Source: an optimization exercise on an open RTL-to-GDS flow (aim: small area). Production flows keep margins and buffers that such runs may drop. Where RTL was checked, it was by simulation tests only, not by an equivalence proof against the original. The RTL of runs 2 to 4 was laid out without a check of its function. No activity file was given, so power comes from the tool's default toggle rates.

$ cat flow/abc.script
strash
dch -f
amap
strash
dch -f
amap
strash
dch -f
amap
strash
dch -f
amap
strash
dch -f
amap
topo
$ cat standard.sh
#!/bin/bash
# synth_recipe.tcl (not shown) runs the flow's synth.tcl, then flattens the netlist and writes it again
# the make line also repeats each setting of config.mk as NAME=value (left out here)
make -C /OpenROAD-flow-scripts/flow DESIGN_CONFIG=/design/flow/config.mk WORK_HOME=/design/flow/orfs CLKGATE_MAP_FILE= SYNTH_SCRIPT=/design/flow/synth_recipe.tcl "${@:-finish}"
$ cat config.mk
export PLATFORM = sky130hd
export DESIGN_NAME = hacodec
export DESIGN_NICKNAME = hacodec
export VERILOG_FILES = /design/flow/design.v
export SDC_FILE = /design/flow/constraint.sdc
export NUM_CORES = 4
export LEC_CHECK = 0
export CAP_MARGIN = 20
export CORE_MARGIN = 2
export CORE_UTILIZATION = 40
export SLEW_MARGIN = 20
$ cat flow/abc_proc.tcl
# Area-oriented technology mapping: ORFS's synthesis calls abc with its own script;
# this wrapper swaps in flow/abc.script and leaves every other argument as it is.
proc abc {args} {
  set i [lsearch -exact $args -script]
  if {$i >= 0} {
    set args [lreplace $args $i [expr {$i + 1}] -script $::env(FLOW_ABC_SCRIPT)]
  }
  yosys abc {*}$args
}
$ cat constraint.sdc
create_clock -name core_clock -period 12.0 [get_ports {clk}]
set_input_delay 2.4000 -clock core_clock [delete_from_list [all_inputs] [get_ports {clk}]]
set_output_delay 2.4000 -clock core_clock [all_outputs]
set_load 0.01 [all_outputs]
$ cat design.v
module hacodec (
    input  wire       clk,
    input  wire       rst,
    input  wire       in_valid,
    output wire       in_ready,
    input  wire [7:0] in_data,
    input  wire       in_last,
    output wire       out_valid,
    input  wire       out_ready,
    output reg  [7:0] out_data,
    output wire       out_last
);
    function bcd_ok;
        input [7:0] b;
        bcd_ok = !(b[7] && (b[6] || b[5])) && !(b[3] && (b[2] || b[1]));
    endfunction
    function [11:0] div10;
        input [3:0] c;
        input [7:0] x;
        reg   [4:0] t;
        reg   [3:0] rr;
        reg   [7:0] qq;
        integer     b;
        begin
            rr = c;
            for (b = 7; b >= 0; b = b - 1) begin
                t = {rr, x[b]};
                if (t >= 5'd10) begin
                    qq[b] = 1'b1;
                    rr    = t - 5'd10;
                end else begin
                    qq[b] = 1'b0;
                    rr    = t[3:0];
                end
            end
            div10 = {rr, qq};
        end
    endfunction
    function [11:0] mul10;
        input [3:0] c;
        input [7:0] x;
        mul10 = {1'b0, x, 3'b000} + {3'b000, x, 1'b0} + {8'd0, c};
    endfunction
    reg  [7:0] r [0:19];
    reg  [3:0] pk;                     
    reg        pb;                     
    wire       inB = pb;               
    wire [7:0] cur = r[19];
    wire [7:0] nxt = r[18];
    wire [7:0] nn  = r[17];
    wire [7:0] oth = r[9];             
    reg  [3:0] flen;
    reg        fatal;
    reg  [2:0] err;
    reg        tx;                     
    reg  [2:0] pc;                     
    reg  [3:0] i;                      
    reg  [5:0] op;                     
    reg  [7:0] rem;                    
    reg        ovf;                    
    reg        e_op;                   
    reg        e_ill;                  
    wire [3:0] c = rem[3:0];           
    localparam [5:0] C_BCDDEC = 6'o00, C_BCDENC = 6'o01, C_ADRENC = 6'o10,
                     C_ADRDEC = 6'o11, C_CMDENC = 6'o20, C_CMDDEC = 6'o21,
                     C_FBUILD = 6'o30, C_FLOAD  = 6'o31, C_FPARSE = 6'o32,
                     C_FREAD  = 6'o33, C_FCLR   = 6'o34, C_TSENC  = 6'o40,
                     C_TSDEC  = 6'o41, C_V16ENC = 6'o42, C_V16DEC = 6'o43,
                     C_TSPUT  = 6'o44, C_TSGET  = 6'o45, C_V16PUT = 6'o46,
                     C_V16GET = 6'o47, C_STATUS = 6'o70, C_BAD    = 6'o77;
    reg  [5:0] in_code;
    always @(*) begin
        in_code = {in_data[6:4], in_data[2:0]};
        case (in_data)
            8'h00, 8'h01, 8'h10, 8'h11, 8'h20, 8'h21, 8'h30, 8'h31, 8'h32, 8'h33,
            8'h34, 8'h40, 8'h41, 8'h42, 8'h43, 8'h44, 8'h45, 8'h46, 8'h47, 8'hF0: ;
            default: in_code = C_BAD;
        endcase
    end
    reg  [3:0] explen;
    always @(*) begin
        case (op)
            C_BCDDEC, C_BCDENC, C_ADRDEC, C_CMDDEC: explen = 4'd2;
            C_ADRENC, C_V16ENC, C_V16DEC:           explen = 4'd3;
            C_CMDENC, C_V16PUT:                     explen = 4'd4;
            C_TSENC, C_TSDEC:                       explen = 4'd7;
            C_TSPUT:                                explen = 4'd8;
            default:                                explen = 4'd1;
        endcase
    end
    wire is_fload  = (op == C_FLOAD);
    wire is_fbuild = (op == C_FBUILD);
    wire is_ts4    = (op[5:3] == 3'o4);
    wire is_put    = is_ts4 && op[2] && !op[0];           
    wire is_get    = is_ts4 && op[2] &&  op[0];           
    wire is_enc    = (op == C_BCDENC) || (is_ts4 && !op[0]);   
    wire is_dec    = (op == C_BCDDEC) || (is_ts4 &&  op[0]);   
    wire is_ts     = is_ts4 && !op[1];                    
    wire pay = (is_fload && i >= 4'd2) || (is_fbuild && i >= 4'd3);    
    reg  [3:0] s;
    always @(*) begin
        s = i - 4'd1;
        if (pay) s = i - 4'd2;
        if (is_ts4) begin
            if (!op[2] && i <= 4'd2)             s = {3'b100, ~i[0]};       
            if ( op[2] && (i == 4'd2 || i == 4'd3)) s = {3'b100, i[0]};     
            if (op == C_TSDEC && i >= 4'd3)      s = i;
        end
    end
    wire lenb  = (is_fload && i == 4'd1) || (is_fbuild && i == 4'd2);
    wire store = (i != 4'd0) && !lenb && (s <= 4'd9);
    wire rx = !tx && (pc == 3'd0);
    assign in_ready = rx && (!store || (inB && pk == s));
    wire   acc      = in_valid && in_ready;
    wire pass  = pc[2] || (pc[1]);           
    wire p1    = (pc == 3'd2);
    wire [1:0] pn = pc[1:0] - 2'd2;           
    wire atB8  = inB && (pk == 4'd8);
    wire atB9  = inB && (pk == 4'd9);
    wire atB7  = inB && (pk == 4'd7);      
    wire vop   = is_ts4 && !is_get;           
    wire ck_ok   = bcd_ok(cur);
    wire ck_gt99 = cur > 8'd99;
    wire ck_big  = {cur, nxt} > 16'd9999;
    reg  chk_op, chk_ill;
    always @(*) begin
        chk_op  = 1'b0;
        chk_ill = 1'b0;
        if (inB) begin
            case (op)
                C_BCDDEC: chk_op = (pk == 4'd0) && !ck_ok;
                C_BCDENC: chk_op = (pk == 4'd0) && ck_gt99;
                C_ADRENC: chk_op = (pk <= 4'd1) && (cur > 8'd15);
                C_CMDENC: begin
                    chk_ill = (pk <= 4'd1) && (cur > 8'd1);
                    chk_op  = (pk == 4'd2) && (cur > 8'd63);
                end
                C_TSENC:  chk_op = ((pk >= 4'd2 && pk <= 4'd5) && ck_gt99);
                C_TSPUT:  chk_op = ((pk >= 4'd3 && pk <= 4'd6) && ck_gt99);
                C_TSDEC:  chk_op = (pk >= 4'd8 || (pk >= 4'd3 && pk <= 4'd6)) && !ck_ok;
                C_V16DEC: chk_op = (pk >= 4'd8) && !ck_ok;
                default: ;
            endcase
            if (vop && !op[0] && pk == 4'd8 && ck_big) chk_op = 1'b1;
        end else begin
            if ((is_fbuild || is_fload) && (i >= 4'd13 || i == 4'd2)) chk_op = 1'b1;
            if (op == C_TSGET  && pk >= 4'd1 && pk <= 4'd6 && !ck_ok) chk_op = 1'b1;
            if (op == C_V16GET && pk >= 4'd1 && pk <= 4'd2 && !ck_ok) chk_op = 1'b1;
        end
    end
    wire [3:0] rb     = is_put ? 4'd1 : 4'd0;              
    wire       e8slot = (op == C_BCDENC) ? (pk == 4'd0) :
                        (op == C_TSENC)  ? (pk >= 4'd2 && pk <= 4'd5) :
                        (op == C_TSPUT)  ? (pk >= 4'd3 && pk <= 4'd6) : 1'b0;
    wire       d8slot = (op == C_BCDDEC) ? (pk == 4'd0) :
                        (is_ts && is_dec) ? (pk >= 4'd3 && pk <= 4'd6) : 1'b0;
    wire [7:0] dsrc   = is_get ? oth : cur;
    wire       dgslot = is_get ? (!inB && pk == {3'd0, pn[1]} + 4'd1)
                               : (atB8 && !pn[1]) || (atB9 && pn[1]);
    wire [3:0] dgt    = pn[0] ? cur[3:0] : cur[7:4];
    wire [3:0]  dv_c  = (atB8 || e8slot) ? 4'd0 : c;
    wire [11:0] dv    = div10(dv_c, cur);
    wire [3:0]  ml_c  = d8slot ? dsrc[3:0] : c;
    wire [7:0]  ml_x  = d8slot ? {4'd0, dsrc[7:4]} : p1 ? 8'd0 : cur;
    wire [11:0] ml    = mul10(ml_c, ml_x);
    reg        wx;                        
    reg  [7:0] xd;
    reg  [3:0] cn;
    reg        cw;
    always @(*) begin
        wx = 1'b0;
        xd = dv[7:0];
        cn = dv[11:8];
        cw = 1'b0;
        if (inB && is_enc) begin
            if (vop && (pk >= 4'd8)) begin
                wx = 1'b1;
                cw = 1'b1;
            end
            if (vop && (pk == rb || pk == rb + 4'd1)) begin
                wx = 1'b1;
                xd = {c, cur[7:4]};
                cn = cur[3:0];
                cw = 1'b1;
            end
            if (p1 && e8slot) begin
                wx = 1'b1;
                xd = {dv[3:0], dv[11:8]};
            end
        end
        if (is_dec) begin
            if (vop || is_get) begin
                if (dgslot) begin
                    cn = dgt;
                    cw = 1'b1;
                end
                if (inB && pk <= 4'd1) begin
                    wx = 1'b1;
                    xd = ml[7:0];
                    cn = ml[11:8];
                    cw = 1'b1;
                end
            end
            if (p1 && inB && d8slot) begin
                wx = 1'b1;
                xd = ml[7:0];
            end
        end
    end
    wire isF0  = (op == C_STATUS);
    wire known = (op != C_BAD);
    wire lenok = (is_fload || is_fbuild) ? (rem == 8'd0) && !ovf && (i >= (is_fbuild ? 4'd3 : 4'd2))
                                         : (i == explen);
    reg  [2:0] opst;
    always @(*) begin
        opst = 3'd0;
        case (op)
            C_BCDDEC, C_TSDEC, C_V16DEC:                 if (e_op) opst = 3'd3;
            C_BCDENC, C_TSENC, C_V16ENC, C_TSPUT, C_V16PUT: if (e_op) opst = 3'd5;
            C_ADRENC, C_CMDENC:                          if (e_op) opst = 3'd1;
            C_FBUILD:                                    if (e_op) opst = 3'd2;
            C_FLOAD:                                     if (e_op) opst = 3'd4;
            C_FPARSE: if (flen == 4'd0) opst = 3'd4;
            C_TSGET:  if (flen < 4'd7) opst = 3'd4;
                      else if (e_op) opst = 3'd3;
            C_V16GET: if (flen < 4'd3) opst = 3'd4;
                      else if (e_op) opst = 3'd3;
            default: ;
        endcase
    end
    wire halted = fatal && !isF0;
    wire [2:0] status = halted ? 3'd7 :
                        (!known || e_ill) ? 3'd6 : opst;
    wire res_ok = (status == 3'd0) || (status == 3'd3);
    wire [3:0] j = i;
    localparam [2:0] X_ID = 3'd0, X_NIBH = 3'd1, X_NIBL = 3'd2, X_B7 = 3'd3,
                     X_B6 = 3'd4, X_L6 = 3'd5, X_ADR = 3'd6, X_CMD = 3'd7;
    reg  [3:0] nres;                   
    reg  [3:0] tk;                     
    reg        tf;                     
    reg        tc;                     
    reg  [2:0] xf;
    reg  [7:0] cv;
    always @(*) begin
        nres = 4'd1;
        tk   = j - 4'd1;
        tf   = 1'b0;
        tc   = 1'b0;
        xf   = X_ID;
        cv   = 8'h0A;
        case (op)
            C_BCDDEC, C_BCDENC: nres = 4'd2;
            C_ADRENC: begin nres = 4'd2; xf = X_ADR; end
            C_ADRDEC: begin nres = 4'd3; tk = 4'd0; xf = (j == 4'd1) ? X_NIBH : X_NIBL; end
            C_CMDENC: begin nres = 4'd2; xf = X_CMD; end
            C_CMDDEC: begin nres = 4'd4; tk = 4'd0;
                      xf = (j == 4'd1) ? X_B7 : (j == 4'd2) ? X_B6 : X_L6; end
            C_FPARSE, C_FREAD: begin
                nres = flen + 4'd2;
                tf   = 1'b1;
                tk   = j - 4'd2;
                if (op == C_FPARSE && j == 4'd1) tk = 4'd0;
                if (op == C_FREAD && j == 4'd1) begin tc = 1'b1; cv = {4'd0, flen}; end
                if (op == C_FPARSE && j == 4'd2) begin tc = 1'b1; cv = {4'd0, flen - 4'd1}; end
            end
            C_TSENC, C_V16ENC: nres = op[1] ? 4'd3 : 4'd7;
            C_TSDEC, C_V16DEC, C_TSGET, C_V16GET: begin
                nres = op[1] ? 4'd3 : 4'd7;
                tk   = (j == 4'd1) ? 4'd1 : (j == 4'd2) ? 4'd0 : j;
            end
            C_STATUS: begin
                nres = 4'd3;
                tc   = 1'b1;
                if (j == 4'd1) cv = {fatal, 4'd0, err};
            end
            default: ;
        endcase
        if (j == 4'd0) begin
            tc = 1'b1;
            cv = {5'd0, status};
        end
    end
    always @(*) begin
        if (tc) out_data = cv;
        else case (xf)
            X_NIBH:  out_data = {4'd0, cur[7:4]};
            X_NIBL:  out_data = {4'd0, cur[3:0]};
            X_B7:    out_data = {7'd0, cur[7]};
            X_B6:    out_data = {7'd0, cur[6]};
            X_L6:    out_data = {2'd0, cur[5:0]};
            X_ADR:   out_data = {cur[3:0], nxt[3:0]};
            X_CMD:   out_data = {cur[0], nxt[0], nn[5:0]};
            default: out_data = cur;
        endcase
    end
    wire [3:0] n = res_ok ? nres : 4'd1;
    assign out_last  = (j == n - 4'd1);
    assign out_valid = tx && (tc || ((inB != tf) && pk == tk));
    wire   sent      = out_valid && out_ready;
    wire wr = acc && store;
    integer q;
    always @(posedge clk) begin
        r[0] <= wr ? in_data : (pass && wx) ? xd : r[19];
        for (q = 1; q < 20; q = q + 1) r[q] <= r[q - 1];
    end
    always @(posedge clk) begin
        if (rst) begin
            pk     <= 4'd0;
            pb     <= 1'b0;
            flen   <= 4'd0;
            fatal  <= 1'b0;
            err    <= 3'd0;
            tx     <= 1'b0;
            pc     <= 3'd0;
            i      <= 4'd0;
        end else begin
            if (pk == 4'd9) begin
                pk <= 4'd0;
                pb <= ~pb;
            end else begin
                pk <= pk + 4'd1;
            end
            if (rx) begin
                if (acc) begin
                    if (i != 4'd15) i <= i + 4'd1;
                    if (i == 4'd0) begin
                        op    <= in_code;
                        ovf   <= 1'b0;
                        e_op  <= 1'b0;
                        e_ill <= 1'b0;
                    end else begin
                        if (lenb) rem <= in_data;
                        else if (pay) begin
                            if (rem == 8'd0) ovf <= 1'b1;
                            else rem <= rem - 8'd1;
                        end
                    end
                    if (in_last) pc <= 3'd1;
                end
            end else if (pc != 3'd0) begin
                if (pc == 3'd1 && !lenok) e_ill <= 1'b1;
                if (pass && cw) rem[3:0] <= cn;
                if (p1) begin
                    if (chk_op)  e_op  <= 1'b1;
                    if (chk_ill) e_ill <= 1'b1;
                end
                if (atB7) begin
                    if (pc == 3'd5) begin
                        pc <= 3'd0;
                        tx <= 1'b1;
                        i  <= 4'd0;
                        if (status == 3'd0) begin
                            case (op)
                                C_FBUILD, C_FLOAD, C_TSPUT, C_V16PUT: begin
                                    pb   <= ~pb;
                                    flen <= (op == C_TSPUT) ? 4'd7 :
                                            (op == C_V16PUT) ? 4'd3 : i - 4'd2;
                                end
                                C_FCLR: flen <= 4'd0;
                                default: ;
                            endcase
                        end
                    end else begin
                        pc <= pc + 3'd1;
                    end
                end
            end else if (sent) begin
                if (out_last) begin
                    tx <= 1'b0;
                    i  <= 4'd0;
                    if (!isF0 && !halted) begin
                        err <= status;
                        if (status == 3'd1) fatal <= 1'b1;
                    end
                end else begin
                    i <= i + 4'd1;
                end
            end
        end
    end
endmodule
$ cat flow/run.sh
#!/bin/bash
# Own layout flow: the standard flow (standard.sh), except that synthesis maps the
# logic with an area-oriented ABC script (flow/abc.script) and without full-adder
# extraction; the port buffers are the smallest buffer; clock tree synthesis uses
# clkbuf_8 buffers and no dummy loads. Registers and their names are exactly those
# of the standard synthesis.
set -euo pipefail
W=$(cd "$(dirname "${BASH_SOURCE[0]}")/.." && pwd)
cd "$W"
export FLOW_ABC_SCRIPT="$W/flow/abc.script"
cat flow/abc_proc.tcl synth_recipe.tcl > "$W/area_synth.tcl"
bash standard.sh synth SYNTH_SCRIPT="$W/area_synth.tcl" ADDER_MAP_FILE= > "$W/synth.log" 2>&1
bash standard.sh finish SYNTH_SCRIPT="$W/area_synth.tcl" ADDER_MAP_FILE= BUFFER_PORTS_ARGS="-buffer_cell sky130_fd_sc_hd__buf_1" \
  CTS_ARGS="-sink_clustering_enable -repair_clock_nets -dont_use_dummy_load -buf_list sky130_fd_sc_hd__clkbuf_8" \
  > "$W/layout.log" 2>&1
test -f "$W/out/final.def"
==> results of run 1 <==
-- worst paths after layout --
| check | endpoint | slack, ps | cells past startpoint | startpoint |
|---|---|---|---|---|
| max | rem[2]$_DFFE_PP_ | 1670 | 56 | op[5]$_SDFFCE_PN1P_ |
| min | r[9][1]$_DFF_P_ | 310 | 0 | r[8][1]$_DFF_P_ |
| max reg2reg | rem[2]$_DFFE_PP_ | 1670 | 56 | op[5]$_SDFFCE_PN1P_ |
| min reg2reg | r[9][1]$_DFF_P_ | 310 | 0 | r[8][1]$_DFF_P_ |
-- kinds of logic after synthesis --
group / count (synthesis)
buf+inv: 106
simple gates: 339
flops: 198
compound gates: 293
-- power by group --
group	leakage [nW]	internal (W)	switching [W]	total [W]
registers	1.62	0.000836	0.0000799	0.000916
clock network	0.122	0.000126	0.000193	0.000319
logic	1.17	0.000324	0.000571	0.000895
total	2.91	0.00129	0.000844	0.00213
-- sequential cells by signal (all words and copies together) (netlist names), 3 cells and up --
| register | flops |
|---|---|
| err | 3 |
| flen | 4 |
| i | 4 |
| op | 6 |
| pc | 3 |
| pk | 4 |
| r | 160 |
| rem | 8 |
-- cell usage after synthesis, drive strengths merged (3+ instances only) --
library cell    n
or3             9
a31oi          20
nor2b           3
a221oi         12
o32ai           9
and3            3
edfxtp         17
o221ai          6
dfxtp         181
a22oi          12
nor2          187
o32a            3
o22ai          44
nand4           3
o311ai          4
o21ai          49
clkinv        106
o22a            4
a32oi           3
nor4            9
a211oi         15
nand2          73
a21oi          62
o21a           14
nor3           29
o211ai          4
or2            12
nand3           6
o31ai           6
a2111oi        12
-- area by class of cell --
| type | instances | area [um2] | share of cell area [%] |
|---|---|---|---|
| multi-input combinational | 632 | 3380 | 39.1 |
| inverter | 106 | 398 | 4.61 |
| sequential | 198 | 4130 | 47.9 |
| tap | 265 | 332 | 3.84 |
| timing repair buffer | 33 | 161 | 1.87 |
| clock buffer | 17 | 234 | 2.71 |
-- routing by layer --
layer	part of all wire (%)	up-vias	routed length, um	global-route usage, %
li1	-	3481	-	-
met1	48	3213	11200	33.8
met2	42	301	9870	33.6
met3	8.8	30	2070	6.32
met4	1.5	0	352	5.52
met5	0	-	0	0
-- worst max-delay path, delay by kind of cell (launching register included) --
kind / cells / cell delay (ps)
buffers and inverters: 16 / 2280
flip-flops: 1 / 360
AO/OA/AOI/OAI: 19 / 4250
AND/OR/NAND/NOR: 21 / 3280
-- metrics by stage --
step / total power, W / hold slack [ps] / cell area (um2) / instances
2_1_floorplan: 0.00156 / 310 / 7900 / 936
3_3_place_gp: 0.00181 / 310 / 8400 / 1234
3_5_place_dp: 0.00181 / 312 / 8400 / 1234
4_1_cts: 0.00213 / 305 / 8630 / 1251
5_1_grt: 0.00229 / 313 / 8640 / 1251
6_report: 0.00213 / 310 / 8640 / 1251
==> run summary, run 1 <==
outcome no timing/DRC/antenna violations; overall die area 20,900 um2; vias per cell 5.62; setup TNS 0 ps; DRC violation count after routing 0; number of iterations in the first detailed-routing pass 6; number of antenna violations at the first check in global routing 0; synth-to-layout area growth 9.29%; fraction of the yosys area taken by sequential cells 52.3%; register bit total from synthesis approximately 200; GRT Residual Overflow 0; required time worst endpoint about 12,000 ps; actual slew at the worst max-slew pin around 1000 ps; global-route wire length before repair about 36,000 um; worst-path cell with the longest stage delay sky130_fd_sc_hd__o21ai_0; setup repair after global routing missed its margin false; initial core utilization about two fifths; top_reg_cell synth sky130_fd_sc_hd__dfxtp_1; Net Count, Synth 949; H-tree level count 4; power per cell area between 200 and 250 nW/um2; maximum number of pins on one net before global-route repair 24; number of clock sinks a little under 200; worst path setup slack after routing approximately 1700 ps; Netlist cell types between 40 and 50; Detail Route Antenna Nets 0; via count ~7,000; average cell area after synthesis between 8 and 9 um2; Worst Clk Skew 51.6 ps; filler instances 1,990; maximum clock rate just under 0.1 GHz; area of the core around 19,000 um2; dominant combinational cell family by area after synthesis compound AO/OA/AOI/OAI gates; Wirelength per Cell between 15 and 20 um; synth warn 2; total global routing track utilization a little under a quarter; DP Worst Slack 1970 ps; number of hold violations in the final report 0; worst-case vdd ir drop 0.000147 V; # IOs 24; TritonCTS Buffers 17; kind of path behind the tightest hold check register to register; total wire length after detailed routing between 20,000 and 25,000 um; most used cells in the layout excluding fill and tap cells sky130_fd_sc_hd__nor2_1, sky130_fd_sc_hd__dfxtp_1, sky130_fd_sc_hd__clkinv_1, sky130_fd_sc_hd__nand2_1, sky130_fd_sc_hd__a21oi_1; leading cell type in the layout, fill and taps excluded sky130_fd_sc_hd__nor2_1; Static Leak 2.91 nW; vias in the first global route approximately 6,300; # Post-CTS Setup Buffers 0; relative slew slack roughly a third; die outline width 145 um; kind of start point of the critical path register; adder-cell share of the synthesized area 0%; largest stage delay on the critical path about 460 ps; maximum buffer depth of the clock tree 2; Ant. Diodes 0; vertical extent of the die roughly 140 um; clock slew at the register clock pins of the worst setup and hold paths around 90 ps; post-synthesis share of cell area spent on and, or, nand and nor gates between 15 and 20%; Post-Synthesis Cells between 900 and 1,000; final cell utilization of the core between 40% and 50%; Final Net Count around 1,000; final HPWL from detailed placement between 15,000 and 20,000 um; count of flip-flops with a built-in enable after synthesis 17; Starting DRT DRC Count around 690; CP Data Arrival Time roughly 11,000 ps; multiplexer fraction of the synthesized cell area 0%; clock latency (worst-skew pair) around 470 ps; final estimated routing congestion in global placement just over 1; Clock Root Buffer sky130_fd_sc_hd__clkbuf_8; max capacitance violation total 0; kind of critical path register to register; critical-path maximum fanout 9; share of final-layout standard cells stronger than drive strength 1 2.84%; leading area contributor after synthesis sky130_fd_sc_hd__dfxtp_1; total of cells resized after clock tree synthesis 0; parity-gate share of the synthesized area counting xor and xnor cells 0%; final-report max-slew violation count 0; count of port buffers added during placement 23; final setup violating endpoints 0; Period Utilization, post-route approximately 86%; final critical path time including I/O delays and setup a little over 10,000 ps; placement row count 51; share of the synthesized area in the top cell type 45.8%; async set-or-reset flop fraction in the synthesized netlist 0%; Setup crit end kind register; clock tree from TritonCTS built; Post-CTS Hold Buffers 0; compound-gate portion of the synthesized area between 20% and 30%; top cells by area in the synthesized netlist sky130_fd_sc_hd__dfxtp_1, sky130_fd_sc_hd__nor2_1, sky130_fd_sc_hd__edfxtp_1; combined area of all synthesized cells approximately 7900 um2
==> inputs of run 2 (changes only) <==
--- a/design.v
+++ b/design.v
@@ -68,13 +68,14 @@
                      C_TSDEC  = 6'o41, C_V16ENC = 6'o42, C_V16DEC = 6'o43,
                      C_TSPUT  = 6'o44, C_TSGET  = 6'o45, C_V16PUT = 6'o46,
                      C_V16GET = 6'o47, C_STATUS = 6'o70, C_BAD    = 6'o77;
-    reg  [5:0] in_code;
+    wire [5:0] in_code = {in_data[6] & (in_data[7] | ~(in_data[5] & in_data[4])), in_data[5:4],
+                          in_data[2:0] | {3{in_data[3]}}};
+    reg        in_known;
     always @(*) begin
-        in_code = {in_data[6:4], in_data[2:0]};
         case (in_data)
             8'h00, 8'h01, 8'h10, 8'h11, 8'h20, 8'h21, 8'h30, 8'h31, 8'h32, 8'h33,
-            8'h34, 8'h40, 8'h41, 8'h42, 8'h43, 8'h44, 8'h45, 8'h46, 8'h47, 8'hF0: ;
-            default: in_code = C_BAD;
+            8'h34, 8'h40, 8'h41, 8'h42, 8'h43, 8'h44, 8'h45, 8'h46, 8'h47, 8'hF0: in_known = 1'b1;
+            default: in_known = 1'b0;
         endcase
     end
     reg  [3:0] explen;
@@ -208,7 +209,6 @@
         end
     end
     wire isF0  = (op == C_STATUS);
-    wire known = (op != C_BAD);
     wire lenok = (is_fload || is_fbuild) ? (rem == 8'd0) && !ovf && (i >= (is_fbuild ? 4'd3 : 4'd2))
                                          : (i == explen);
     reg  [2:0] opst;
@@ -230,7 +230,7 @@
     end
     wire halted = fatal && !isF0;
     wire [2:0] status = halted ? 3'd7 :
-                        (!known || e_ill) ? 3'd6 : opst;
+                        e_ill ? 3'd6 : opst;
     wire res_ok = (status == 3'd0) || (status == 3'd3);
     wire [3:0] j = i;
     localparam [2:0] X_ID = 3'd0, X_NIBH = 3'd1, X_NIBL = 3'd2, X_B7 = 3'd3,
@@ -327,7 +327,7 @@
                         op    <= in_code;
                         ovf   <= 1'b0;
                         e_op  <= 1'b0;
-                        e_ill <= 1'b0;
+                        e_ill <= !in_known;
                     end else begin
                         if (lenb) rem <= in_data;
                         else if (pay) begin
==> flow/abc.script (replaced) <==
strash
dch -f
amap
strash
dch -f
amap
strash
dch -f
amap
strash
dch -f
amap
strash
dch -f
amap -F 2 -A 6
topo
==> config.mk (replaced) <==
export PLATFORM = sky130hd
export DESIGN_NAME = hacodec
export DESIGN_NICKNAME = hacodec
export VERILOG_FILES = /design/flow/design.v
export SDC_FILE = /design/flow/constraint.sdc
export NUM_CORES = 4
export LEC_CHECK = 0
export CAP_MARGIN = 5
export CORE_MARGIN = 2
export CORE_UTILIZATION = 55
export SLEW_MARGIN = 5
==> run summary, run 2 <==
final critical path time including I/O delays and setup between 9000 and 10,000 ps; Starting DRT DRC Count around 910; total of cells resized after clock tree synthesis 0; vias per cell 6.44; Period Utilization, post-route between 70% and 80%; share of the synthesized area in the top cell type a little under half; Post-Synthesis Cells just over 900; count of flip-flops with a built-in enable after synthesis 17; Netlist cell types 42; via count ~7,400; # Post-CTS Setup Buffers 0; global-route wire length before repair roughly 37,000 um; number of iterations in the first detailed-routing pass 6; placement row count 43; Worst Clk Skew between 40 and 50 ps; maximum number of pins on one net before global-route repair 25; share of final-layout standard cells stronger than drive strength 1 2.49%; top cell types by occurrence after synthesis sky130_fd_sc_hd__dfxtp_1, sky130_fd_sc_hd__nor2_1, sky130_fd_sc_hd__clkinv_1; most used cells in the layout excluding fill and tap cells sky130_fd_sc_hd__dfxtp_1, sky130_fd_sc_hd__nor2_1, sky130_fd_sc_hd__clkinv_1, sky130_fd_sc_hd__o21ai_0, sky130_fd_sc_hd__nand2_1; async set-or-reset flop fraction in the synthesized netlist 0%; clock latency (worst-skew pair) 480 ps; number of hold violations in the final report 0; leading area contributor after synthesis sky130_fd_sc_hd__dfxtp_1; final setup violating endpoints 0; vias in the first global route roughly 7,000; area of the core 13,900 um2; worst-path cell with the longest stage delay sky130_fd_sc_hd__dfxtp_1; number of antenna violations at the first check in global routing 0; final HPWL from detailed placement roughly 19,000 um; Setup crit end kind register; cell with the most instances after synthesis sky130_fd_sc_hd__dfxtp_1; fraction of the yosys area taken by sequential cells about 53%; vertical extent of the die 123 um; critical-path maximum fanout 10; DRC violation count after routing 0; required time worst endpoint about 12,000 ps; total global routing track utilization between 30% and 40%; outcome no timing/DRC/antenna violations; setup TNS 0 ps; TritonCTS Buffers 17; Final Net Count 977; die outline width ~120 um; Hold WS 302 ps; Ant. Diodes 0; actual slew at the worst max-slew pin 1160 ps; register bit total from synthesis 198; average cell area after synthesis ~8.6 um2; Detail Route Antenna Nets 0; number of clock sinks ~200; kind of start point of the critical path register; clock tree from TritonCTS built; H-tree level count 4; GRT Residual Overflow 0; final-report max-slew violation count 0; overall die area 15,200 um2; final estimated routing congestion in global placement about 1; leading cell type in the layout, fill and taps excluded sky130_fd_sc_hd__dfxtp_1; synth warn 2; cell repeated most along the worst path sky130_fd_sc_hd__nor2_1; max reg flops 160; combined area of all synthesized cells 7820 um2; kind of path behind the tightest hold check register to register; biggest registers after layout r x160, rem x8, op x6; total wire length after detailed routing around 25,000 um; top_reg_cell synth sky130_fd_sc_hd__dfxtp_1; power per cell area ~230 nW/um2; top cells by area in the synthesized netlist sky130_fd_sc_hd__dfxtp_1, sky130_fd_sc_hd__nor2_1, sky130_fd_sc_hd__edfxtp_1; Clock Root Buffer sky130_fd_sc_hd__clkbuf_8; worst-case vdd ir drop ~0.00012 V; maximum buffer depth of the clock tree 2; critical register-to-register path startpoint pk[0]$_SDFF_PP0_; largest stage delay on the critical path about 550 ps; # IOs 24; relative slew slack about a fifth; Static Leak about 3 nW; synth-to-layout area growth 7.70%; clock slew at the register clock pins of the worst setup and hold paths roughly 90 ps; Wirelength per Cell between 20 and 25 um; max capacitance violation total 0; initial core utilization between 50% and 60%; DP Worst Slack 2740 ps; CP Data Arrival Time 9950 ps; kind of critical path register to register; Critical Path Source pk[0]$_SDFF_PP0_; count of port buffers added during placement 23; Net Count, Synth between 900 and 1,000; maximum clock rate 0.104 GHz; Post-CTS Hold Buffers 0; setup repair after global routing missed its margin false; worst path setup slack after routing 2420 ps; HP Start r[6][1]$_DFF_P_; most flop-heavy register r
## run 2: cell types whose count changed in the layout (fill, tap and decap cells not counted), moves of 8 or more
cell / delta
sky130_fd_sc_hd__nor2_1: -26
sky130_fd_sc_hd__o21ai_0: +20
sky130_fd_sc_hd__a31oi_1: -12
sky130_fd_sc_hd__nand2_1: -11
sky130_fd_sc_hd__o22ai_1: +10
sky130_fd_sc_hd__o221ai_1: +8
## run 2: logic make-up after synthesis
kind of cell	share of synthesized area, %
buffers and inverters	5.28
AOI/OAI and AO/OA	25.4
and+or+nand+nor	16.5
DFF	52.9
## run 2: cell type report
class,instances,area [um2]
well taps,180,225
flip-flops and latches,198,4130
multi-input cells,606,3270
repair buffers,31,143
fillers,1225,5460
clock buffers,17,234
inverters,110,413
## run 2: worst max-delay path: cells and delay by family (launching register included)
family / cells / cell delay, ps
flip-flops: 1 / 550
AND/OR/NAND/NOR: 25 / 3470
AO/OA/AOI/OAI: 20 / 4170
buffers and inverters: 10 / 1300
## run 2: worst paths after layout
kind	end	slack, ps	cells after the start
hold / removal	r[7][1]$_DFF_P_	300	0
hold reg to reg	r[7][1]$_DFF_P_	300	0
setup reg to reg	r[0][2]$_DFF_P_	2420	55
setup / recovery	r[0][2]$_DFF_P_	2420	55
## run 2: through the flow
stage	instances	util (%)	instance area [um2]	power, W
after floorplan	914	-	7820	0.00139
after global placement	1124	58.9	8180	0.00159
after detailed placement	1125	59.0	8190	0.00162
after CTS	1142	60.7	8420	0.00193
after global routing	1142	60.7	8420	0.00205
final	1142	60.7	8420	0.00195
## run 2: metal layers
metal	global-route usage (%)	part of all wire [%]
met5	0	0
met4	12.6	2.8
met3	8.81	11
met2	51.3	44
met1	44.5	42
## run 2: power breakdown
part           switching, W  internal, W
Sequential        0.0000967     0.000837
Combinational      0.000465     0.000231
Clock              0.000194     0.000126
Total              0.000755      0.00119
==> inputs of run 3 (changes only) <==
--- a/config.mk
+++ b/config.mk
@@ -8,4 +8,5 @@
 export CAP_MARGIN = 5
 export CORE_MARGIN = 2
 export CORE_UTILIZATION = 55
+export GPL_TIMING_DRIVEN = 0
 export SLEW_MARGIN = 5
==> run summary, run 3 <==
power per cell area 232 nW/um2; number of iterations in the first detailed-routing pass 6; vertical extent of the die between 100 and 150 um; Setup crit end kind primary output; maximum clock rate slightly above 0.09 GHz; power spent charging and discharging nets roughly 0.00075 W; count of port buffers added during placement 23; vias in the first global route around 6,700; GRT Residual Overflow 0; # Post-CTS Setup Buffers 0; maximum number of pins on one net before global-route repair 25; CP Data Arrival Time around 8400 ps; kind of critical path register to primary output; vias per cell 6.46; kind of start point of the critical path register; total wire length after detailed routing 23,400 um; critical-path maximum fanout 15; Static Leak 2.96 nW; total of cells resized after clock tree synthesis 0; reg-to-reg slack, setup 1820 ps; Detail Route Antenna Nets 0; register cell area after layout just over 4000 um2; actual slew at the worst max-slew pin between 1000 and 1500 ps; clock slew at the register clock pins of the worst setup and hold paths roughly 90 ps; Starting DRT DRC Count between 800 and 900; fraction of the yosys area taken by sequential cells between 50% and 60%; cell with the most instances after synthesis sky130_fd_sc_hd__dfxtp_1; number of antenna violations at the first check in global routing 0; share of final-layout standard cells stronger than drive strength 1 1.88%; outcome no timing/DRC/antenna violations; biggest registers after layout r x160, rem x8, op x6; total global routing track utilization ~31%; synth warn 2; setup TNS 0 ps; setup repair after global routing missed its margin false; Worst Path Buf+Inv 6; DRC violation count after routing 0; critical register-to-register path startpoint pk[0]$_SDFF_PP0_; final HPWL from detailed placement ~18,000 um; via count roughly 7,300; final-report max-slew violation count 0; endpoint of the lowest-slack register-to-register path r[0][2]$_DFF_P_; share of the synthesized area in the top cell type 46.4%; placement row count 43; leading area contributor after synthesis sky130_fd_sc_hd__dfxtp_1; synth-to-layout area growth 7.09%; Reg2Reg Depth between 50 and 60; TritonCTS Buffers 17; max reg flops 160; clock tree from TritonCTS built; Crit. path cell count 20; Post-CTS Hold Buffers 0; die outline width 123 um; Wirelength per Cell approximately 21 um; filler instances between 1,000 and 1,500; max capacitance violation total 0; critical path capture point out_last; average cell area after synthesis roughly 8.6 um2; Final Net Count 970; Ant. Diodes 0; most used cells in the layout excluding fill and tap cells sky130_fd_sc_hd__dfxtp_1, sky130_fd_sc_hd__nor2_1, sky130_fd_sc_hd__clkinv_1, sky130_fd_sc_hd__o21ai_0, sky130_fd_sc_hd__nand2_1; count of flip-flops with a built-in enable after synthesis 17; H-tree level count 4; top cell family by delay on the critical path compound AO/OA/AOI/OAI gates; final estimated routing congestion in global placement 1.01; leading cell type in the layout, fill and taps excluded sky130_fd_sc_hd__dfxtp_1; top cell types by occurrence after synthesis sky130_fd_sc_hd__dfxtp_1, sky130_fd_sc_hd__nor2_1, sky130_fd_sc_hd__clkinv_1; Sw Share just under 40%; worst-path cell with the longest stage delay sky130_fd_sc_hd__nor2_1; global-route wire length before repair ~35,000 um; overall die area 15,200 um2; power share of the combinational group between 30% and 40%; kind of path behind the tightest hold check register to register; Critical Path Source op[0]$_DFFE_PP_; Period Utilization, post-route roughly 90%; required time worst endpoint between 9000 and 10,000 ps; relative slew slack 28.3%; initial core utilization between 50% and 60%; most flop-heavy register r; top cells by area in the synthesized netlist sky130_fd_sc_hd__dfxtp_1, sky130_fd_sc_hd__nor2_1, sky130_fd_sc_hd__edfxtp_1; sequential cell fraction of total power 47.9%; fraction of power consumed by the clock network between 10% and 20%; multi-input gate area in the final layout between 3000 and 4000 um2; final critical path time including I/O delays and setup around 11,000 ps; Post-Synthesis Cells 914; Clock Root Buffer sky130_fd_sc_hd__clkbuf_8; Net Count, Synth approximately 930; maximum buffer depth of the clock tree 2; clock latency (worst-skew pair) between 400 and 500 ps; Worst Clk Skew approximately 52 ps; number of hold violations in the final report 0; worst-case vdd ir drop 0.000145 V; number of clock sinks 198; # IOs 24; internal power summed over all cells 0.00119 W; final cell utilization of the core 60.3%; top_reg_cell synth sky130_fd_sc_hd__dfxtp_1; HP Start r[12][7]$_DFF_P_; combined area of all synthesized cells between 7000 and 8000 um2; register bit total from synthesis between 150 and 200; Netlist cell types 42; sequence of cells on the critical path clkinv_1 -> nor2_1 -> clkinv_1 -> nor2_1 -> clkinv_1 -> nor2_1 -> clkinv_1 -> o22ai_1 -> nor4_1 -> o32ai_1 -> nand2_1 -> o21ai_0 -> clkinv_1 -> a221oi_1 -> and2_0 -> nand2_1 -> o21ai_0 -> o22ai_1 -> a2111oi_1 -> buf_1; cell repeated most along the worst path sky130_fd_sc_hd__clkinv_1; final setup violating endpoints 0; async set-or-reset flop fraction in the synthesized netlist 0%; largest stage delay on the critical path between 800 and 900 ps; area of the core 13,900 um2
==> run 3: cell families after synthesis <==
family                 synth area share, %
buffers and inverters                 5.28
AO/OA/AOI/OAI                         25.4
flip-flops                            52.9
AND/OR/NAND/NOR                       16.5
==> run 3: worst min-delay path by stage <==
stage                       end  cells after the start
3_3_place_gp    r[6][0]$_DFF_P_                      0
2_1_floorplan  r[11][0]$_DFF_P_                      0
3_5_place_dp    r[2][0]$_DFF_P_                      0
5_1_grt         r[6][2]$_DFF_P_                      0
4_1_cts        r[13][7]$_DFF_P_                      0
6_report       r[13][7]$_DFF_P_                      0
==> run 3: power groups by stage <==
stage | Clock (W) | Sequential [W] | Combinational [W]
floorplan | 0 | 0.000896 | 0.000493
global placement | 0 | 0.000933 | 0.000653
detailed placement | 0 | 0.000943 | 0.000672
CTS | 0.000317 | 0.000928 | 0.000675
global route | 0.000341 | 0.000940 | 0.000764
finish | 0.000310 | 0.000930 | 0.000702
==> run 3: routing by layer <==
metal / GRT usage [%] / wire length (um) / up-vias
met2: 46.6 / 10100 / 470
met4: 11.2 / 529 / 0
met3: 9.73 / 2990 / 57
li1: - / - / 3419
met5: 0 / 0 / -
met1: 42.6 / 9780 / 3388
==> run 3: final cells by class <==
cell class	count	area share, %
timing repair buffer	24	1.12
inverter	110	4.93
multi-input combinational	606	39.1
sequential	198	49.4
tap	180	2.69
clock buffer	17	2.79
==> run 3: stage by stage <==
step / area [um2] / hold WS (ps) / std cells / worst slack (ps) / total power, W
after global routing: 8370 / 309 / 1135 / 687 / 0.00205
after CTS: 8370 / 306 / 1135 / 1490 / 0.00192
after global placement: 8130 / 310 / 1117 / 1690 / 0.00159
after detailed placement: 8140 / 312 / 1118 / 2010 / 0.00162
final: 8370 / 305 / 1135 / 1230 / 0.00194
after floorplan: 7820 / 310 / 914 / 4530 / 0.00139
==> inputs of run 4 (changes only) <==
--- a/flow/run.sh
+++ b/flow/run.sh
@@ -11,6 +11,6 @@
 cat flow/abc_proc.tcl synth_recipe.tcl > "$W/area_synth.tcl"
 bash standard.sh synth SYNTH_SCRIPT="$W/area_synth.tcl" ADDER_MAP_FILE= > "$W/synth.log" 2>&1
 bash standard.sh finish SYNTH_SCRIPT="$W/area_synth.tcl" ADDER_MAP_FILE= BUFFER_PORTS_ARGS="-buffer_cell sky130_fd_sc_hd__buf_1" \
-  CTS_ARGS="-sink_clustering_enable -repair_clock_nets -dont_use_dummy_load -buf_list sky130_fd_sc_hd__clkbuf_8" \
+  CTS_ARGS="-sink_clustering_enable -repair_clock_nets -dont_use_dummy_load -buf_list sky130_fd_sc_hd__clkbuf_8 sky130_fd_sc_hd__clkbuf_16" \
   > "$W/layout.log" 2>&1
 test -f "$W/out/final.def"
==> run summary, run 4 <==
top_reg_cell synth sky130_fd_sc_hd__dfxtp_1; die outline width about 120 um; outcome stopped before the end; count of port buffers added during placement 23; leading area contributor after synthesis sky130_fd_sc_hd__dfxtp_1; vertical extent of the die approximately 120 um; final estimated routing congestion in global placement 1.01; stage where the run ended clock tree synthesis; # IOs 24; share of the synthesized area in the top cell type between 40% and 50%; Net Count, Synth 927; async set-or-reset flop fraction in the synthesized netlist 0%; register bit total from synthesis 198; placement row count 43; count of flip-flops with a built-in enable after synthesis 17; combined area of all synthesized cells slightly below 8000 um2; tool error [ERROR STA-0564] clock_tree_synthesis positional arguments not supported.; top cells by area in the synthesized netlist sky130_fd_sc_hd__dfxtp_1, sky130_fd_sc_hd__nor2_1, sky130_fd_sc_hd__edfxtp_1; final HPWL from detailed placement roughly 18,000 um; Post-Synthesis Cells ~910; Netlist cell types between 40 and 50; initial core utilization 56.3%; DP Worst Slack 2010 ps; average cell area after synthesis between 8 and 9 um2; top cell types by occurrence after synthesis sky130_fd_sc_hd__dfxtp_1, sky130_fd_sc_hd__nor2_1, sky130_fd_sc_hd__clkinv_1; synth warn 2; cell with the most instances after synthesis sky130_fd_sc_hd__dfxtp_1; fraction of the yosys area taken by sequential cells a little over half
-- run 4: cell families after synthesis --
logic type / Yosys count / synth area share [%]
AO/OA/AOI/OAI: 303 / 25.4
buffers and inverters: 110 / 5.28
flip-flops: 198 / 52.9
AND/OR/NAND/NOR: 303 / 16.5
-- run 4: power by group through the flow --
stage	Combinational, W	Sequential [W]	Clock, W
after detailed placement	0.000672	0.000943	0
after floorplan	0.000493	0.000896	0
after global placement	0.000653	0.000933	0
-- run 4: worst max-delay path by stage --
stage | start | end | slack (ps) | cells past startpoint
global placement | op[0]$_DFFE_PP_ | out_last | 1690 | 18
floorplan | op[3]$_DFFE_PP_ | out_last | 4530 | 18
detailed placement | op[0]$_DFFE_PP_ | out_last | 2010 | 20
-- run 4: per-stage QoR --
step                      instances  util, %  total power [W]  cell area (um2)
after floorplan                 914        -          0.00139             7820
after global placement         1117     58.6          0.00159             8130
after detailed placement       1118     58.6          0.00162             8140
==> inputs of run 5 (changes only) <==
--- a/design.v
+++ b/design.v
@@ -48,7 +48,7 @@
     wire [7:0] cur = r[19];
     wire [7:0] nxt = r[18];
     wire [7:0] nn  = r[17];
-    wire [7:0] oth = r[9];             
+    wire [7:0] oth = r[8];             
     reg  [3:0] flen;
     reg        fatal;
     reg  [2:0] err;
@@ -105,7 +105,6 @@
         if (is_ts4) begin
             if (!op[2] && i <= 4'd2)             s = {3'b100, ~i[0]};       
             if ( op[2] && (i == 4'd2 || i == 4'd3)) s = {3'b100, i[0]};     
-            if (op == C_TSDEC && i >= 4'd3)      s = i;
         end
     end
     wire lenb  = (is_fload && i == 4'd1) || (is_fbuild && i == 4'd2);
@@ -124,37 +123,24 @@
     wire ck_gt99 = cur > 8'd99;
     wire ck_big  = {cur, nxt} > 16'd9999;
     reg  chk_op, chk_ill;
-    always @(*) begin
-        chk_op  = 1'b0;
-        chk_ill = 1'b0;
-        if (inB) begin
-            case (op)
-                C_BCDDEC: chk_op = (pk == 4'd0) && !ck_ok;
-                C_BCDENC: chk_op = (pk == 4'd0) && ck_gt99;
-                C_ADRENC: chk_op = (pk <= 4'd1) && (cur > 8'd15);
-                C_CMDENC: begin
-                    chk_ill = (pk <= 4'd1) && (cur > 8'd1);
-                    chk_op  = (pk == 4'd2) && (cur > 8'd63);
-                end
-                C_TSENC:  chk_op = ((pk >= 4'd2 && pk <= 4'd5) && ck_gt99);
-                C_TSPUT:  chk_op = ((pk >= 4'd3 && pk <= 4'd6) && ck_gt99);
-                C_TSDEC:  chk_op = (pk >= 4'd8 || (pk >= 4'd3 && pk <= 4'd6)) && !ck_ok;
-                C_V16DEC: chk_op = (pk >= 4'd8) && !ck_ok;
-                default: ;
-            endcase
-            if (vop && !op[0] && pk == 4'd8 && ck_big) chk_op = 1'b1;
-        end else begin
-            if ((is_fbuild || is_fload) && (i >= 4'd13 || i == 4'd2)) chk_op = 1'b1;
-            if (op == C_TSGET  && pk >= 4'd1 && pk <= 4'd6 && !ck_ok) chk_op = 1'b1;
-            if (op == C_V16GET && pk >= 4'd1 && pk <= 4'd2 && !ck_ok) chk_op = 1'b1;
-        end
+    wire okslot = inB ? ((op == C_BCDDEC && pk == 4'd0) ||
+                         (vop && op[0] && (pk >= 4'd8 || (!op[1] && pk >= 4'd2 && pk <= 4'd5))))
+                      : (is_get && pk != 4'd0 && (op[1] ? pk <= 4'd2 : pk <= 4'd6));
+    always @(*) begin
+        chk_ill = inB && (op == C_CMDENC) && (pk <= 4'd1) && (cur[7:1] != 7'd0);
+        chk_op  = (okslot && !ck_ok) ||
+                  (inB && e8slot && ck_gt99) ||
+                  (inB && vop && !op[0] && pk == 4'd8 && ck_big) ||
+                  (inB && op == C_ADRENC && pk <= 4'd1 && cur[7:4] != 4'd0) ||
+                  (inB && op == C_CMDENC && pk == 4'd2 && cur[7:6] != 2'd0) ||
+                  ((is_fbuild || is_fload) && (i >= 4'd13 || i == 4'd2));
     end
     wire [3:0] rb     = is_put ? 4'd1 : 4'd0;              
     wire       e8slot = (op == C_BCDENC) ? (pk == 4'd0) :
                         (op == C_TSENC)  ? (pk >= 4'd2 && pk <= 4'd5) :
                         (op == C_TSPUT)  ? (pk >= 4'd3 && pk <= 4'd6) : 1'b0;
     wire       d8slot = (op == C_BCDDEC) ? (pk == 4'd0) :
-                        (is_ts && is_dec) ? (pk >= 4'd3 && pk <= 4'd6) : 1'b0;
+                        (is_ts && is_dec) ? (pk >= 4'd2 && pk <= 4'd5) : 1'b0;
     wire [7:0] dsrc   = is_get ? oth : cur;
     wire       dgslot = is_get ? (!inB && pk == {3'd0, pn[1]} + 4'd1)
                                : (atB8 && !pn[1]) || (atB9 && pn[1]);
@@ -266,7 +252,8 @@
             C_TSENC, C_V16ENC: nres = op[1] ? 4'd3 : 4'd7;
             C_TSDEC, C_V16DEC, C_TSGET, C_V16GET: begin
                 nres = op[1] ? 4'd3 : 4'd7;
-                tk   = (j == 4'd1) ? 4'd1 : (j == 4'd2) ? 4'd0 : j;
+                if (j == 4'd1) tk = 4'd1;
+                if (j == 4'd2) tk = 4'd0;
             end
             C_STATUS: begin
                 nres = 4'd3;
--- a/flow/run.sh
+++ b/flow/run.sh
@@ -11,6 +11,6 @@
 cat flow/abc_proc.tcl synth_recipe.tcl > "$W/area_synth.tcl"
 bash standard.sh synth SYNTH_SCRIPT="$W/area_synth.tcl" ADDER_MAP_FILE= > "$W/synth.log" 2>&1
 bash standard.sh finish SYNTH_SCRIPT="$W/area_synth.tcl" ADDER_MAP_FILE= BUFFER_PORTS_ARGS="-buffer_cell sky130_fd_sc_hd__buf_1" \
-  CTS_ARGS="-sink_clustering_enable -repair_clock_nets -dont_use_dummy_load -buf_list sky130_fd_sc_hd__clkbuf_8 sky130_fd_sc_hd__clkbuf_16" \
+  CTS_ARGS="-sink_clustering_enable -repair_clock_nets -dont_use_dummy_load -buf_list sky130_fd_sc_hd__clkbuf_8" \
   > "$W/layout.log" 2>&1
 test -f "$W/out/final.def"
==> run summary, run 5 <==
H-tree level count 4; synth warn 2; Reg2Reg Depth between 50 and 60; actual slew at the worst max-slew pin ~1200 ps; number of clock sinks around 200; async set-or-reset flop fraction in the synthesized netlist 0%; Critical Path Source op[0]$_DFFE_PP_; count of port buffers added during placement 23; setup repair after global routing missed its margin false; most used cells in the layout excluding fill and tap cells sky130_fd_sc_hd__dfxtp_1, sky130_fd_sc_hd__nor2_1, sky130_fd_sc_hd__clkinv_1, sky130_fd_sc_hd__nand2_1, sky130_fd_sc_hd__o21ai_0; total wire length after detailed routing 23,400 um; max capacitance violation total 0; Final Net Count slightly below 1,000; top cells by area in the synthesized netlist sky130_fd_sc_hd__dfxtp_1, sky130_fd_sc_hd__nor2_1, sky130_fd_sc_hd__edfxtp_1; die outline width around 120 um; final estimated routing congestion in global placement 1.01; maximum number of pins on one net before global-route repair 23; total global routing track utilization a little under a third; Hold WS around 290 ps; synth-to-layout area growth 7.11%; placement row count 43; relative slew slack about 17%; maximum clock rate around 0.11 GHz; Pwr Total approximately 0.0021 W; biggest registers after layout r x160, rem x8, op x6; DRC violation count after routing 0; area of the core approximately 14,000 um2; top_reg_cell synth sky130_fd_sc_hd__dfxtp_1; final-report max-slew violation count 0; combined area of all synthesized cells approximately 8000 um2; leading area contributor after synthesis sky130_fd_sc_hd__dfxtp_1; critical path capture point r[0][1]$_DFF_P_; fraction of the yosys area taken by sequential cells between 50% and 60%; required time worst endpoint 12,270 ps; reg-to-reg slack, setup 2480 ps; clock latency (worst-skew pair) between 400 and 500 ps; final critical path time including I/O delays and setup 9520 ps; final cell utilization of the core between 60% and 70%; worst path setup slack after routing 2480 ps; largest stage delay on the critical path around 640 ps; Clock Root Buffer sky130_fd_sc_hd__clkbuf_8; number of antenna violations at the first check in global routing 0; Detail Route Antenna Nets 0; overall die area around 15,000 um2; share of the synthesized area in the top cell type 46.6%; average cell area after synthesis about 8.5 um2; CP Data Arrival Time around 9800 ps; Net Count, Synth ~930; outcome no timing/DRC/antenna violations; Starting DRT DRC Count around 1,000; number of iterations in the first detailed-routing pass 8; share of final-layout standard cells stronger than drive strength 1 roughly 1.9%; Post-Synthesis Cells ~920; GRT Residual Overflow 0; kind of path behind the tightest hold check register to register; clock tree from TritonCTS built; Wirelength per Cell approximately 20 um; final HPWL from detailed placement approximately 18,000 um; count of flip-flops with a built-in enable after synthesis 17; kind of start point of the critical path register; Period Utilization, post-route slightly below 80%; total of cells resized after clock tree synthesis 0; critical-path maximum fanout 11; leading cell type in the layout, fill and taps excluded sky130_fd_sc_hd__dfxtp_1; vertical extent of the die between 100 and 150 um; Static Leak between 2 and 3 nW; number of hold violations in the final report 0; most flop-heavy register r; via count approximately 7,400; clock slew at the register clock pins of the worst setup and hold paths approximately 100 ps; worst-case vdd ir drop 0.000153 V; DP Worst Slack ~2900 ps; # IOs 24; maximum buffer depth of the clock tree 2; vias per cell between 6 and 7; register bit total from synthesis ~200; Ant. Diodes 0; # Post-CTS Setup Buffers 0; Setup crit end kind register; kind of critical path register to register; initial core utilization 56.3%; Post-CTS Hold Buffers 0; max reg flops 160; endpoint of the lowest-slack register-to-register path r[0][1]$_DFF_P_; worst-path cell with the longest stage delay sky130_fd_sc_hd__edfxtp_1; Worst Clk Skew about 45 ps; cell with the most instances after synthesis sky130_fd_sc_hd__dfxtp_1; setup TNS 0 ps; critical register-to-register path startpoint op[0]$_DFFE_PP_; final setup violating endpoints 0; power per cell area approximately 250 nW/um2; global-route wire length before repair 36,100 um; top cell types by occurrence after synthesis sky130_fd_sc_hd__dfxtp_1, sky130_fd_sc_hd__nor2_1, sky130_fd_sc_hd__clkinv_1; TritonCTS Buffers 17; Netlist cell types 39; vias in the first global route slightly below 7,000
run 5: cell types whose count changed after synthesis, sizes merged, moves of 5 or more:
| cell | delta |
|---|---|
| nand2 | +15 |
| o21a | -7 |
| o211ai | +6 |
| o221ai | -6 |
| nor4 | -5 |
run 5: logic make-up after synthesis:
group	synth area share, %
DFF	53.1
and+or+nand+nor	17.0
AOI/OAI and AO/OA	24.7
buffers and inverters	5.21
run 5: per-stage QoR:
step	cell area, um2	instances
2_1_floorplan	7780	919
3_3_place_gp	8090	1122
3_5_place_dp	8100	1123
4_1_cts	8330	1140
5_1_grt	8330	1140
6_report	8330	1140
run 5: power breakdown:
part	leakage, nW	switching, W	internal (W)	total [W]
Combinational	1.15	0.000580	0.000278	0.000858
Clock	0.122	0.000195	0.000126	0.000320
Sequential	1.63	0.0000889	0.000816	0.000905
Total	2.90	0.000864	0.00122	0.00208
run 5: worst min path at each step:
stage,startpoint,end,cells after the start
detailed placement,r[11][5]$_DFF_P_,r[12][5]$_DFF_P_,0
global placement,r[10][6]$_DFF_P_,r[11][6]$_DFF_P_,0
floorplan,r[9][0]$_DFF_P_,r[10][0]$_DFF_P_,0
CTS,r[6][5]$_DFF_P_,r[7][5]$_DFF_P_,0
global route,r[6][5]$_DFF_P_,r[7][5]$_DFF_P_,0
finish,r[6][5]$_DFF_P_,r[7][5]$_DFF_P_,0
run 5: layer usage:
layer / up-vias / global-route usage [%] / wire, um
li1: 3425 / - / -
met5: - / 0 / 0
met2: 455 / 48.1 / 10400
met3: 67 / 8.16 / 2420
met1: 3412 / 43.7 / 9980
met4: 0 / 11.9 / 599
run 5: critical path, delay by kind of cell (launching register included):
kind / cells / cell delay (ps)
buf+inv: 12 / 1600
simple gates: 23 / 2670
flops: 1 / 640
compound gates: 19 / 4400
run 5: area by class of cell:
class | count | area, um2
Inverter | 108 | 405
Timing Repair Buffer | 24 | 93.8
Multi-Input combinational cell | 613 | 3240
Clock buffer | 17 | 234
Sequential cell | 198 | 4130
Fill cell | 1226 | 5490
Tap cell | 180 | 225
==> inputs of run 6 (changes only) <==
--- a/flow/run.sh
+++ b/flow/run.sh
@@ -1,6 +1,7 @@
 #!/bin/bash
 # Own layout flow: the standard flow (standard.sh), except that synthesis maps the
-# logic with an area-oriented ABC script (flow/abc.script) and without full-adder
+# logic with an area-oriented ABC script (flow/abc.script: SAT-based resynthesis
+# with &deepsyn, then area mapping with amap) and without full-adder
 # extraction; the port buffers are the smallest buffer; clock tree synthesis uses
 # clkbuf_8 buffers and no dummy loads. Registers and their names are exactly those
 # of the standard synthesis.
==> flow/abc.script (replaced) <==
strash
&get -n
&deepsyn -T 60
&put
dch -f
amap
strash
&get -n
&deepsyn -T 60
&put
dch -f
amap
strash
&get -n
&deepsyn -T 60
&put
dch -f
amap
strash
&get -n
&deepsyn -T 60
&put
dch -f
amap -F 2 -A 6
topo
--- a/config.mk
+++ b/config.mk
@@ -7,6 +7,6 @@
 export LEC_CHECK = 0
 export CAP_MARGIN = 5
 export CORE_MARGIN = 2
-export CORE_UTILIZATION = 55
+export CORE_UTILIZATION = 70
 export GPL_TIMING_DRIVEN = 0
 export SLEW_MARGIN = 5
==> run summary, run 6 <==
clock latency (worst-skew pair) ~470 ps; area of the core 10,300 um2; DRC violation count after routing 0; Ant. Diodes 0; vias per cell between 6 and 7; outcome no timing/DRC/antenna violations; worst-case vdd ir drop between 0.0002 and 0.00025 V; Clock Root Buffer sky130_fd_sc_hd__clkbuf_8; kind of start point of the critical path register; final estimated routing congestion in global placement 1.11; cell repeated most along the worst path sky130_fd_sc_hd__nor2_1; register bit total from synthesis 198; reg-to-reg slack, setup about 2600 ps; filler instances between 700 and 800; top_reg_cell synth sky130_fd_sc_hd__dfxtp_1; actual slew at the worst max-slew pin around 1100 ps; via count around 7,100; Static Leak between 2 and 3 nW; clock slew at the register clock pins of the worst setup and hold paths ~80 ps; total wire length after detailed routing 22,300 um; fraction of power consumed by the clock network between 20 and 25%; Worst Clk Skew between 20 and 25 ps; maximum number of pins on one net before global-route repair 18; most used cells in the layout excluding fill and tap cells sky130_fd_sc_hd__dfxtp_1, sky130_fd_sc_hd__nor2_1, sky130_fd_sc_hd__clkinv_1, sky130_fd_sc_hd__o21ai_0, sky130_fd_sc_hd__nand2_1; total of cells resized after clock tree synthesis 0; count of flip-flops with a built-in enable after synthesis 17; TritonCTS Buffers 17; most flop-heavy register r; register cell area after layout a little over 4000 um2; multi-input gate area in the final layout just under 3000 um2; placement row count 37; GRT Residual Overflow 0; share of the synthesized area in the top cell type between 40% and 50%; Pwr Total approximately 0.0014 W; critical-path maximum fanout 10; maximum buffer depth of the clock tree 2; vertical extent of the die around 110 um; share of final-layout standard cells stronger than drive strength 1 under 10%; top cells by area in the synthesized netlist sky130_fd_sc_hd__dfxtp_1, sky130_fd_sc_hd__edfxtp_1, sky130_fd_sc_hd__nor2_1; synth warn 2; synth-to-layout area growth 6.57%; number of hold violations in the final report 0; largest stage delay on the critical path 780 ps; final critical path time including I/O delays and setup 9440 ps; post-detailed-placement cell area slightly below 8000 um2; Net Count, Synth 855; global-route wire length before repair 34,200 um; combined area of all synthesized cells roughly 7500 um2; # Post-CTS Setup Buffers 0; number of clock sinks a little under 200; post-route standard cell area excluding fillers just under 8000 um2; sequential cell fraction of total power around 58%; maximum clock rate between 0.1 and 0.15 GHz; setup TNS 0 ps; final-report max-slew violation count 0; kind of path behind the tightest hold check register to register; async set-or-reset flop fraction in the synthesized netlist 0%; cell with the most instances after synthesis sky130_fd_sc_hd__dfxtp_1; H-tree level count 4; average cell area after synthesis approximately 8.9 um2; final HPWL from detailed placement around 17,000 um; max reg flops 160; total global routing track utilization between 30 and 40%; final setup violating endpoints 0; Wirelength per Cell 21.9 um; setup repair after global routing missed its margin false; Post-Synthesis Cells 842; kind of critical path register to register; max capacitance violation total 0; Setup crit end kind register; power share of the combinational group 19.5%; number of iterations in the first detailed-routing pass 12; Netlist cell types 44; vias in the first global route 6,530; worst-path cell with the longest stage delay sky130_fd_sc_hd__a2111oi_0; Final Net Count 897; Period Utilization, post-route around four fifths; count of port buffers added during placement 23; power spent charging and discharging nets between 0.0004 and 0.0005 W; internal power summed over all cells around 0.00098 W; die outline width between 100 and 150 um; required time worst endpoint 12,170 ps; top cell types by occurrence after synthesis sky130_fd_sc_hd__dfxtp_1, sky130_fd_sc_hd__nor2_1, sky130_fd_sc_hd__clkinv_1; clock tree from TritonCTS built; overall die area 11,500 um2; Sw Share 31.4%; number of antenna violations at the first check in global routing 0; CP Data Arrival Time ~9600 ps; leading cell type in the layout, fill and taps excluded sky130_fd_sc_hd__dfxtp_1; power per cell area around 180 nW/um2; Starting DRT DRC Count 1,408; initial core utilization 72.3%; leading area contributor after synthesis sky130_fd_sc_hd__dfxtp_1; Post-CTS Hold Buffers 0; relative slew slack a little over a quarter; # IOs 24; fraction of the yosys area taken by sequential cells a little under three fifths; Detail Route Antenna Nets 0; biggest registers after layout r x160, rem x8, op x6
run 6: cell types whose count changed in the layout (fill, tap and decap cells not counted), moves of 9 or more:
| cell | before | now |
|---|---|---|
| sky130_fd_sc_hd__a2111oi_0 | 12 | 3 |
| sky130_fd_sc_hd__a21oi_1 | 60 | 47 |
| sky130_fd_sc_hd__o22ai_1 | 50 | 30 |
| sky130_fd_sc_hd__nand2_1 | 77 | 60 |
| sky130_fd_sc_hd__a31oi_1 | 8 | 17 |
| sky130_fd_sc_hd__nor2_1 | 164 | 130 |
run 6: final cells by class:
| class | count | area share [%] |
|---|---|---|
| timing repair buffer | 23 | 1.08 |
| tap | 136 | 2.14 |
| sequential | 198 | 51.9 |
| multi-input combinational | 539 | 36.9 |
| inverter | 105 | 4.95 |
| clock buffer | 17 | 2.94 |
run 6: through the flow:
stage	instances	worst slack [ps]	hold slack [ps]	util [%]
after floorplan	842	5580	310	-
after global placement	1001	3750	309	74.8
after detailed placement	1001	3290	312	74.8
after CTS	1018	3220	318	77.1
after global routing	1018	2020	325	77.1
final	1018	2560	321	77.1
run 6: cells by family after synthesis:
family	synth area share [%]
DFF	55.4
buffers and inverters	5.28
and+or+nand+nor	15.5
AOI/OAI and AO/OA	23.8
run 6: critical path: cells and delay by family (launching register included):
family,cells,cell delay [ps]
DFF,1,690
buffers and inverters,4,1210
and+or+nand+nor,11,1580
AOI/OAI and AO/OA,19,5650
run 6: worst paths after layout:
kind / start / depth (start not counted) / end
max: op[2]$_DFFE_PP_ / 34 / rem[3]$_DFFE_PP_
min reg2reg: r[14][0]$_DFF_P_ / 0 / r[15][0]$_DFF_P_
min: r[14][0]$_DFF_P_ / 0 / r[15][0]$_DFF_P_
max reg2reg: op[2]$_DFFE_PP_ / 34 / rem[3]$_DFFE_PP_
run 6: power groups by stage:
stage                     combinational, W  clock (W)  sequential (W)
after floorplan                   0.000182          0        0.000808
after global placement            0.000242          0        0.000825
after detailed placement          0.000256          0        0.000837
after CTS                         0.000259   0.000317        0.000823
after global routing              0.000295   0.000344        0.000831
final                             0.000277   0.000320        0.000825
run 6: metal layers:
layer / share of wire, % / routed length, um / GRT usage, % / up-vias
li1: - / - / - / 3127
met1: 37 / 8200 / 50.1 / 3144
met2: 44 / 9820 / 61.1 / 628
met3: 14 / 3100 / 13.5 / 155
met4: 5.2 / 1170 / 18.6 / 0
met5: 0 / 0 / 0 / -

port drivers added, routing unchanged:
Ports are ideal in the flow. The routed layouts listed here were re-timed in OpenROAD. Step 1, drivers: a clkbuf_16 drives clk and a buf_2 each remaining input, both assumed. Step 2 moves the port delays by t, midway between the first and last clock arrival at a register: inputs arrive t later, outputs are due t later. That takes back most of the time a late clock gives input paths. Slacks: ideal / step 1 / step 2; pairs: ideal / step 1.
run | shift t [ns] | slack for setup (ns) | worst setup path at the end | slew at the worst register clock pin (ns) | worst slew at a driven data input, ns
run 1 | 0.483 | 1.668 / 1.668 / 1.668 | register to register | 0.12 / 0.12 | 0.03
run 2 | 0.489 | 2.419 / 2.419 / 2.419 | register to register | 0.12 / 0.12 | 0.03
run 3 | 0.482 | 1.231 / 1.196 / 1.678 | register to output | 0.12 / 0.12 | 0.03
run 5 | 0.489 | 2.484 / 2.484 / 2.484 | register to register | 0.12 / 0.12 | 0.03
run 6 | 0.493 | 2.563 / 2.563 / 2.563 | register to register | 0.09 / 0.09 | 0.03
After both steps every run listed still meets setup and hold.
